This is an optimization exercise on Yosys and OpenROAD, whose aim is small area, a short achievable clock period and few clock cycles, not a production implementation. The RTL was checked by simulation tests, not by an equivalence proof against the original design. Power and IR drop assume default switching activity.

**design/flow/run.sh**
```bash
#!/bin/bash
# synth_recipe.tcl (not shown) runs the flow's synth.tcl, then flattens the netlist and writes it again
# the make line also repeats each setting of config.mk as NAME=value (left out here)
make -C /OpenROAD-flow-scripts/flow DESIGN_CONFIG=/design/flow/config.mk WORK_HOME=/design/flow/orfs CLKGATE_MAP_FILE= SYNTH_SCRIPT=/design/flow/synth_recipe.tcl finish
```
**design/flow/design.v**
```verilog
module palert_dec (
    input             clk,
    input             rst,           
    input      [15:0] cfg_poly,      
    input      [15:0] cfg_init,      
    input      [31:0] cfg_sync,      
    input      [5:0]  cfg_crc_off,   
    input             cfg_tbo,       
    input             req_valid,
    output            req_ready,
    input             req_write,
    input             req_pkt,       
    input      [6:0]  req_addr,
    input      [31:0] req_wdata,
    output reg        rsp_valid,
    output reg [31:0] rsp_data
);
    localparam [16:0] PKT_CAP = 17'd128;
    localparam [2:0] R_CMD = 3'd0, R_STATUS = 3'd1, R_CFG = 3'd2, R_OFF = 3'd3,
                     R_LEN = 3'd4, R_PLEN = 3'd5, R_VAL = 3'd6, R_CRC = 3'd7;
    localparam [2:0] RC_OK = 3'd0, RC_CORRUPT = 3'd1, RC_INVALID = 3'd2,
                     RC_UNKSEL = 3'd3, RC_ILLEGAL = 3'd4;
    localparam [3:0] OP_TINIT = 4'd0, OP_CRC16 = 4'd1, OP_TBLRD = 4'd2,
                     OP_GETB = 4'd3, OP_GETH = 4'd4, OP_GETW = 4'd5,
                     OP_GETSH = 4'd6, OP_GETIP = 4'd7, OP_GETDIO = 4'd8,
                     OP_M4SYNC = 4'd9, OP_M4CRC = 4'd10;
    localparam [2:0] ST_IDLE = 3'd0, ST_BUILD = 3'd1, ST_CRC = 3'd2,
                     ST_READ = 3'd3, ST_FIN = 3'd4;
    reg [7:0]  pkt [0:127];
    reg [15:0] tbl [0:255];
    reg [15:0] off_r;
    reg [16:0] len_r;
    reg [16:0] plen_r;
    reg [31:0] val_r;
    reg [15:0] crc_r;
    reg        tv, match, es;
    reg [2:0]  rc;
    reg [2:0]  state;
    reg [3:0]  op;
    reg [1:0]  ord;       
    reg [3:0]  sel;       
    reg [7:0]  bidx;      
    reg [6:0]  ptr;       
    reg [7:0]  cnt;       
    reg [15:0] cr;        
    reg [1:0]  ridx;      
    reg [1:0]  rlast;     
    reg [7:0]  fb [0:3];  
    assign req_ready = (state == ST_IDLE);
    function [15:0] tblent(input [7:0] i, input [15:0] poly);
        integer k;
        reg [15:0] r;
        begin
            r = {8'd0, i};
            for (k = 0; k < 8; k = k + 1)
                r = r[0] ? ((r >> 1) ^ poly) : (r >> 1);
            tblent = r;
        end
    endfunction
    function inb(input [15:0] o, input [16:0] n, input [16:0] plen);
        inb = (({2'b0, o} + {1'b0, n}) <= {1'b0, plen}) && (plen <= PKT_CAP);
    endfunction
    wire [6:0]  pkt_raddr = (state == ST_IDLE) ? req_addr : ptr;
    wire [7:0]  pkt_rdata = pkt[pkt_raddr];
    wire [7:0]  tbl_raddr = (state == ST_CRC) ? (cr[7:0] ^ pkt_rdata) : off_r[7:0];
    wire [15:0] tbl_rdata = tbl[tbl_raddr];
    wire [15:0] crc_next = {8'd0, cr[15:8]} ^ tbl_rdata;
    wire [31:0] w      = req_wdata;
    wire [7:0]  w_opc  = w[7:0];
    wire [1:0]  w_ord  = w[9:8];
    wire [3:0]  w_sel  = w[15:12];
    wire        w_rsvd = (w[31:16] != 16'd0) || (w[11:10] != 2'd0);
    wire        fmt_n_ok = !w_rsvd && (w_ord == 2'd0) && (w_sel == 4'd0);
    wire        fmt_o_ok = !w_rsvd && (w_ord != 2'd3) && (w_sel == 4'd0);
    wire        fmt_s_ok = !w_rsvd && (w_ord == 2'd0);
    reg         d_legal;
    always @(*) begin
        case (w_opc)
            8'h01, 8'h02, 8'h03, 8'h04, 8'h05, 8'h10,
            8'h20, 8'h21, 8'h22, 8'h23, 8'h24, 8'h30, 8'h31: d_legal = fmt_n_ok;
            8'h11, 8'h12, 8'h13:                             d_legal = fmt_o_ok;
            8'h14, 8'h15:                                    d_legal = fmt_s_ok;
            default:                                         d_legal = 1'b0;
        endcase
    end
    wire inb1  = inb(off_r, 17'd1,  plen_r);
    wire inb2  = inb(off_r, 17'd2,  plen_r);
    wire inb4  = inb(off_r, 17'd4,  plen_r);
    wire inb64 = inb(off_r, 17'd64, plen_r);
    wire inbl  = inb(off_r, len_r,  plen_r);
    reg [31:0] reg_rdata;
    always @(*) begin
        reg_rdata = 32'd0;
        if (req_addr[6:3] == 4'd0) begin
            case (req_addr[2:0])
                R_STATUS: reg_rdata = {25'd0, rc, 1'b0, es, match, tv};
                R_CFG:    reg_rdata = {31'd0, cfg_tbo};
                R_OFF:    reg_rdata = {16'd0, off_r};
                R_LEN:    reg_rdata = {15'd0, len_r};
                R_PLEN:   reg_rdata = {15'd0, plen_r};
                R_VAL:    reg_rdata = val_r;
                R_CRC:    reg_rdata = {16'd0, crc_r};
                default:  reg_rdata = 32'd0;
            endcase
        end
    end
    wire [15:0] f16_le = {fb[1], fb[0]};
    wire [15:0] f16_be = {fb[0], fb[1]};
    wire [31:0] f32_le = {fb[3], fb[2], fb[1], fb[0]};
    wire [31:0] f32_be = {fb[0], fb[1], fb[2], fb[3]};
    wire [15:0] f16    = (ord == 2'd2) ? f16_be : f16_le;
    wire [7:0]  dio_b  = sel[3] ? fb[1] : fb[0];
    wire        host_acc = req_valid && req_ready;
    wire        reg_acc  = host_acc && !req_pkt && (req_addr[6:3] == 4'd0);
    wire        cmd_wr   = reg_acc && req_write && (req_addr[2:0] == R_CMD);
    always @(posedge clk) begin
        if (!rst && host_acc && req_pkt && req_write)
            pkt[req_addr] <= req_wdata[7:0];
    end
    always @(posedge clk) begin
        if (!rst && state == ST_BUILD)
            tbl[bidx] <= tblent(bidx, cfg_poly);
    end
    always @(posedge clk) begin
        if (state == ST_READ)
            fb[ridx] <= pkt_rdata;
    end
    always @(posedge clk) begin
        if (rst) begin
            off_r     <= 16'd0;
            len_r     <= 17'd0;
            plen_r    <= 17'd0;
            val_r     <= 32'd0;
            crc_r     <= 16'd0;
            tv        <= 1'b0;
            match     <= 1'b0;
            es        <= 1'b0;
            rc        <= RC_OK;
            state     <= ST_IDLE;
            op        <= OP_TINIT;
            ord       <= 2'd0;
            sel       <= 4'd0;
            bidx      <= 8'd0;
            ptr       <= 7'd0;
            cnt       <= 8'd0;
            cr        <= 16'd0;
            ridx      <= 2'd0;
            rlast     <= 2'd0;
            rsp_valid <= 1'b0;
            rsp_data  <= 32'd0;
        end else begin
            rsp_valid <= 1'b0;
            case (state)
            ST_IDLE: begin
                if (host_acc && !req_write) begin
                    rsp_valid <= 1'b1;
                    rsp_data  <= req_pkt ? {24'd0, pkt_rdata} : reg_rdata;
                end
                if (reg_acc && req_write) begin
                    case (req_addr[2:0])
                        R_OFF:  off_r  <= req_wdata[15:0];
                        R_LEN:  len_r  <= req_wdata[16:0];
                        R_PLEN: plen_r <= req_wdata[16:0];
                        R_VAL:  val_r  <= req_wdata;
                        default: ;
                    endcase
                end
                if (cmd_wr) begin
                    ord  <= w_ord;
                    sel  <= w_sel;
                    bidx <= 8'd0;
                    ridx <= 2'd0;
                    if (!d_legal) begin
                        rc <= RC_ILLEGAL;
                        es <= 1'b1;
                    end else begin
                        case (w_opc)
                        8'h01: begin                                   
                            op    <= OP_TINIT;
                            state <= ST_BUILD;
                        end
                        8'h02: begin                                   
                            if (len_r != 17'd0 && !inbl) begin
                                rc <= RC_INVALID;
                                es <= 1'b1;
                            end else begin
                                op    <= OP_CRC16;
                                ptr   <= off_r[6:0];
                                cnt   <= len_r[7:0];
                                cr    <= cfg_init;
                                state <= tv ? ST_CRC : ST_BUILD;
                            end
                        end
                        8'h03: begin                                   
                            match <= (crc_r == val_r[15:0]);
                            rc    <= (crc_r == val_r[15:0]) ? RC_OK : RC_CORRUPT;
                        end
                        8'h04: begin                                   
                            if (off_r > 16'd255) begin
                                rc <= RC_INVALID;
                                es <= 1'b1;
                            end else begin
                                op    <= OP_TBLRD;
                                state <= tv ? ST_FIN : ST_BUILD;
                            end
                        end
                        8'h05: begin                                   
                            es <= 1'b0;
                            rc <= RC_OK;
                        end
                        8'h10, 8'h11, 8'h12, 8'h13, 8'h14, 8'h15: begin
                            if (w_opc == 8'h14 && w_sel >= 4'd4) begin
                                rc <= RC_UNKSEL;
                                es <= 1'b1;
                            end else if ((w_opc == 8'h10 && !inb1) ||
                                         ((w_opc == 8'h11 || w_opc == 8'h13 ||
                                           w_opc == 8'h15) && !inb2) ||
                                         ((w_opc == 8'h12 || w_opc == 8'h14) && !inb4)) begin
                                rc <= RC_INVALID;
                                es <= 1'b1;
                            end else begin
                                case (w_opc)
                                    8'h10:   begin op <= OP_GETB;   rlast <= 2'd0; end
                                    8'h11:   begin op <= OP_GETH;   rlast <= 2'd1; end
                                    8'h12:   begin op <= OP_GETW;   rlast <= 2'd3; end
                                    8'h13:   begin op <= OP_GETSH;  rlast <= 2'd1; end
                                    8'h14:   begin op <= OP_GETIP;  rlast <= 2'd3; end
                                    default: begin op <= OP_GETDIO; rlast <= 2'd1; end
                                endcase
                                ptr   <= off_r[6:0];
                                state <= ST_READ;
                            end
                        end
                        8'h20: begin                                   
                            val_r <= {val_r[31:16], val_r[7:0], val_r[15:8]};
                            rc    <= RC_OK;
                        end
                        8'h21: begin                                   
                            val_r <= {val_r[7:0], val_r[15:8], val_r[23:16], val_r[31:24]};
                            rc    <= RC_OK;
                        end
                        8'h22: begin                                   
                            val_r <= {val_r[15:0], val_r[31:16]};
                            rc    <= RC_OK;
                        end
                        8'h23: begin                                   
                            val_r <= {val_r[23:16], val_r[31:24], val_r[7:0], val_r[15:8]};
                            rc    <= RC_OK;
                        end
                        8'h24: begin                                   
                            val_r <= {{16{val_r[15]}}, val_r[15:0]};
                            rc    <= RC_OK;
                        end
                        8'h30: begin                                   
                            if (!inb64) begin
                                rc <= RC_INVALID;
                                es <= 1'b1;
                            end else begin
                                op    <= OP_M4SYNC;
                                ptr   <= off_r[6:0] + 7'd60;
                                rlast <= 2'd3;
                                state <= ST_READ;
                            end
                        end
                        default: begin                                 
                            if (!inb64) begin
                                rc <= RC_INVALID;
                                es <= 1'b1;
                            end else begin
                                op    <= OP_M4CRC;
                                ptr   <= off_r[6:0];
                                cnt   <= 8'd8;
                                cr    <= cfg_init;
                                state <= tv ? ST_CRC : ST_BUILD;
                            end
                        end
                        endcase
                    end
                end
            end
            ST_BUILD: begin
                bidx <= bidx + 8'd1;
                if (bidx == 8'd255) begin
                    tv <= 1'b1;
                    case (op)
                        OP_TINIT: begin
                            rc    <= RC_OK;
                            state <= ST_IDLE;
                        end
                        OP_TBLRD: state <= ST_FIN;
                        default:  state <= ST_CRC;   
                    endcase
                end
            end
            ST_CRC: begin
                if (cnt != 8'd0) begin
                    cr  <= crc_next;
                    ptr <= ptr + 7'd1;
                    cnt <= cnt - 8'd1;
                end else if (op == OP_CRC16) begin
                    crc_r <= cr;
                    rc    <= RC_OK;
                    state <= ST_IDLE;
                end else begin                      
                    ptr   <= off_r[6:0] + {1'b0, cfg_crc_off};
                    rlast <= 2'd1;
                    ridx  <= 2'd0;
                    state <= ST_READ;
                end
            end
            ST_READ: begin
                ptr  <= ptr + 7'd1;
                ridx <= ridx + 2'd1;
                if (ridx == rlast)
                    state <= ST_FIN;
            end
            ST_FIN: begin
                state <= ST_IDLE;
                rc    <= RC_OK;
                case (op)
                    OP_TBLRD:  val_r <= {16'd0, tbl_rdata};
                    OP_GETB:   val_r <= {24'd0, fb[0]};
                    OP_GETH:   val_r <= {16'd0, f16};
                    OP_GETW:   val_r <= (ord == 2'd2) ? f32_be : f32_le;
                    OP_GETSH:  val_r <= {{16{f16[15]}}, f16};
                    OP_GETIP:  val_r <= sel[1] ? {fb[1], fb[0], fb[3], fb[2]} : f32_be;
                    OP_GETDIO: val_r <= {31'd0, dio_b[sel[2:0]]};
                    OP_M4SYNC: begin
                        match <= (f32_le == cfg_sync);
                        rc    <= (f32_le == cfg_sync) ? RC_OK : RC_CORRUPT;
                    end
                    OP_M4CRC: begin
                        crc_r <= cr;
                        val_r <= {16'd0, f16_le};
                        match <= (cr == f16_le);
                        rc    <= (cr == f16_le) ? RC_OK : RC_CORRUPT;
                    end
                    default: ;
                endcase
            end
            default: state <= ST_IDLE;
            endcase
        end
    end
endmodule
```
**design/flow/config.mk**
```make
export PLATFORM = sky130hd
export DESIGN_NAME = palert_dec
export DESIGN_NICKNAME = palert_dec
export VERILOG_FILES = /design/flow/design.v
export SDC_FILE = /design/flow/constraint.sdc
export NUM_CORES = 4
export LEC_CHECK = 0
export CAP_MARGIN = 40
export CORE_MARGIN = 2
export CORE_UTILIZATION = 40
export SLEW_MARGIN = 20
```
**design/flow/constraint.sdc**
```tcl
create_clock -name core_clock -period 12.0 [get_ports {clk}]
set_input_delay 2.4000 -clock core_clock [delete_from_list [all_inputs] [get_ports {clk}]]
set_output_delay 2.4000 -clock core_clock [all_outputs]
set_load 0.01 [all_outputs]
```
==> run summary <==
largest net degree at the start of global routing - 204
count of final hold-check violations - 0
row cnt - 276
Reg2Reg Depth - 23
CP max-delay cell - nor4_1
die width - 755.9 um
fin crit period - 10880 ps
Clock Skews - 77.29 ps
first element of the critical path - req_addr[3]
Worst-Margin Slew - 1295 ps
EDFF count, synth - 5152
initial antenna violation count - 69
GRT Util Overall - 26.99%
io pins - 149
cell mode on critical path - buf_4
hold path depth - 2
syn nets - 17730
core box area - 0.5639 sq mm
DRC Markers - 0
Worst EP arrival - 11910 ps
synthesis-to-finish area growth - 14.57%
CTS max path bufs - 4
IO buf count - 148
crit-path cells - clkdlybuf4s50_1 > nor4b_2 > nor2_4 > buf_4 > buf_4 > nor2_1 > o21ai_0 > o2111a_1 > nor4_2 > buf_4 > o2111ai_4 > nand2_4 > buf_12 > buf_4 > a31oi_1 > a32oi_1 > a211oi_1 > nor4_1 > a22oi_1 > a32oi_1 > o31ai_1 > xor2_1 > o211ai_1
Crit. End Element - flip-flop
clock-pin slew of the registers on the worst-case setup and hold paths - 60 ps
CTS sink cnt - 5345
Peak Freq - 0.09192 GHz
Buf/Inv on CP - 6
layout cells sized above 1 - 11.67%
H-tree levels - 6
CP max stage delay - 930 ps
most common cell after layout, fill and taps aside - edfxtp_1
post-CTS resize count - 0
Fin Hold WS - 452.8 ps
Total Power - 0.03787 W
share of Yosys cell area claimed by the top area cell type - 68.41%
critical path depth - 23
#FFs+latches synth - 5345
worst hold path type - reg -> reg
status - finished clean
post-CTS setup buffer count - 0
Final Non-Filler Cells - 25850
Area contributors post-synth - edfxtp_1 68%, nand2_1 5.8%, nand3_1 3.6%
initial drt markers - 26040
placed inst area - 0.2408 sq mm
Routed WL - 801700 um
post-route ant nets - 0
register area share after synthesis - 70.12%
Starting Density - 40.10%
Clock Latency Late Sink - 1110 ps
die area - 0.5714 sq mm
Setup crit start kind - input pin
most frequent cells in the layout - 5152 x edfxtp_1, 3444 x nand2_1, 1630 x nand3_1
critical path's top delay family - simple AND/OR/NAND/NOR gates
yosys warns - 1
r2r endpoint - cr[5]
Final setup viols - 0
Inst Count DP - 24780
asr flop ratio synth - 0%
PD cells - 146.2 mW/mm^2
r2r startpoint - state[0]
CP max FO - 33
# nets final - 18120
Remaining Overflow, GRT - 0
first-pass GRT wire length - 1123000 um
fill cell count - 49490
RSZ-0062 raised after global routing - false
max-slew violation total from the final report - 0
Leakage Power - 88.66 nW
worst path required time - 13030 ps
reg2reg setup slack - 1540 ps
Die H - 755.9 um
Vias per Instance - 6.173
biggest area consumer among synthesized cells - edfxtp_1
via count - 159600
CP Capture Point - cr[0]
Mapped Cells - 17500
CTS root buffer - clkbuf_16
DR pass1 iterations - 11
Synth Flop Type - edfxtp_1
gpl congestion - 0.9310
TritonCTS clock tree - built
Syn Area/Cell - 12.92 sq um
post-route cell area - 0.2591 sq mm
Final period util - 90.66%
mapped cell area - 0.2261 sq mm
Max Cap Viol - 0
Distinct cells, synth - 106
critical path class - in -> reg
hold-fix buffer count after cts - 0
Slew headroom - 13.66%
drt wl/cell - 31.01 um
vias in the first global route - 146500
dpl hpwl - 498400 um
CTS buffer count - 560
VDD IR max - 0.1640 mV
-- cell type report --
type | count | area (sq um) | area share, %
Sequential cell | 5345 | 158600 | 61.21
Multi-Input combinational cell | 10630 | 61820 | 23.86
Clock buffer | 718 | 14860 | 5.735
Timing Repair Buffer | 1167 | 10900 | 4.208
Tap cell | 7506 | 9392 | 3.625
Clock inverter | 265 | 2734 | 1.055
Inverter | 187 | 701.9 | 0.2709
Antenna cell | 37 | 92.59 | 0.03574
-- state kept, by name, indices dropped and copies added (netlist names), 3 cells and up --
register	cells
tbl	4096
state	3
val_r	32
cr	16
pkt	1024
cnt	8
crc_r	16
fb	32
off_r	16
rc	3
plen_r	17
sel	4
ptr	7
bidx	8
len_r	17
op	4
rsp_data	32
-- routing by layer --
layer  vias to the layer above  share of wire, %  GRT usage (%)
met5                         -             0.016              0
met4                        20               4.7          11.23
met3                      1758                13          7.173
met2                     10690                44          40.31
met1                     80180                39          37.34
li1                      66940                 -              -
-- stage by stage --
stage,utilization (%),setup slack [ps],TNS [ps]
2_1_floorplan,-,-2990,-7032600
3_3_place_gp,42.40,54.83,0
3_5_place_dp,42.71,544.8,0
4_1_cts,45.83,1667,0
5_1_grt,45.93,1426,0
6_report,45.94,1121,0
-- worst reg2reg max path: stages (launching register included) --
cell and delay (ps):
dfxtp_2 800, or3_2 550, buf_4 590, mux2i_1 670, nor4_1 170, a22o_1 280, or4_1 620, nor4_1 360
clkdlybuf4s15_2 310, o311ai_1 140, buf_2 200, mux2i_4 620, buf_4 330, or2_4 670, nand2_4 590, buf_12 390
buf_4 250, o22ai_1 270, nor4_1 190, a22oi_1 560, o221ai_1 630, o21ai_1 810, mux2i_1 270, a21oi_1 80
-- cells in the mapped netlist, drive strengths merged, types with 33 or more instances --
cell type	instances
o211a	126
buf	769
o22ai	154
inv	187
a21oi	460
a31oi	288
a22oi	68
xor2	78
a32oi	122
clkbuf	569
mux2	61
a211oi	260
a311oi	240
o221ai	37
edfxtp	5152
nor3	108
nor2b	38
o21ai	468
nor4	85
nand3	1643
and3	345
nand2b	33
a21o	39
mux2i	459
ha	119
a2111oi	73
nor2	790
dfxtp	193
o211ai	55
mux4	61
a311o	69
a31o	48
xnor2	178
a221oi	110
nand4	105
nand2	3473
-- logic make-up after synthesis --
family / count (synthesis) / synth area share, %
flip-flops: 5345 / 70.12
AND/OR/NAND/NOR: 6742 / 13.05
XOR/XNOR: 256 / 0.9915
buffers and inverters: 1525 / 2.979
adder cells (fa/ha/maj): 121 / 0.6761
multiplexers: 581 / 2.945
AO/OA/AOI/OAI: 2927 / 9.234
-- worst min path at each step --
stage,start,endpoint,slack (ps)
finish,rsp_data[16],rsp_data[16],450
global route,rsp_data[16],rsp_data[16],480
CTS,rsp_data[16],rsp_data[16],460
detailed placement,rsp_data[16],rsp_data[16],450
global placement,rsp_data[16],rsp_data[16],440
floorplan,es,es,440
-- where the power goes --
part	switching (W)	internal (W)	total [W]
Sequential	0.00000170	0.0202	0.0202
Combinational	0.000473	0.000178	0.000650
Clock	0.00747	0.00955	0.0170
Total	0.00794	0.0299	0.0379
Testbench counts, summed over its fixed seeds: cycles 20,502.

separate check: timing with driven ports:
The results above use ideal ports. As a check the final layout listed here was re-extracted and re-timed, cells and wires unchanged.
Step 1, drivers: a clkbuf_16 drives clk and a buf_2 each remaining input, both assumed.
Step 2 moves the port delays by t, midway between the first and last clock arrival at a register: inputs arrive t later, outputs are due t later. That takes back most of the time a late clock gives input paths.
Slacks: ideal ports / drivers / drivers and shift; pairs: ideal ports / drivers.
t, ns: 1.204
setup slack, ns: 1.121 / 1.121 / -0.083
worst data-port slew with drivers (ns): 0.12
cell pins on the clock port's net: 1
Met with ideal ports but missed after step 2: setup timing in this run. For this run, drivers alone change the setup slack by 0.000 ns; drivers and shift together by -1.204 ns.
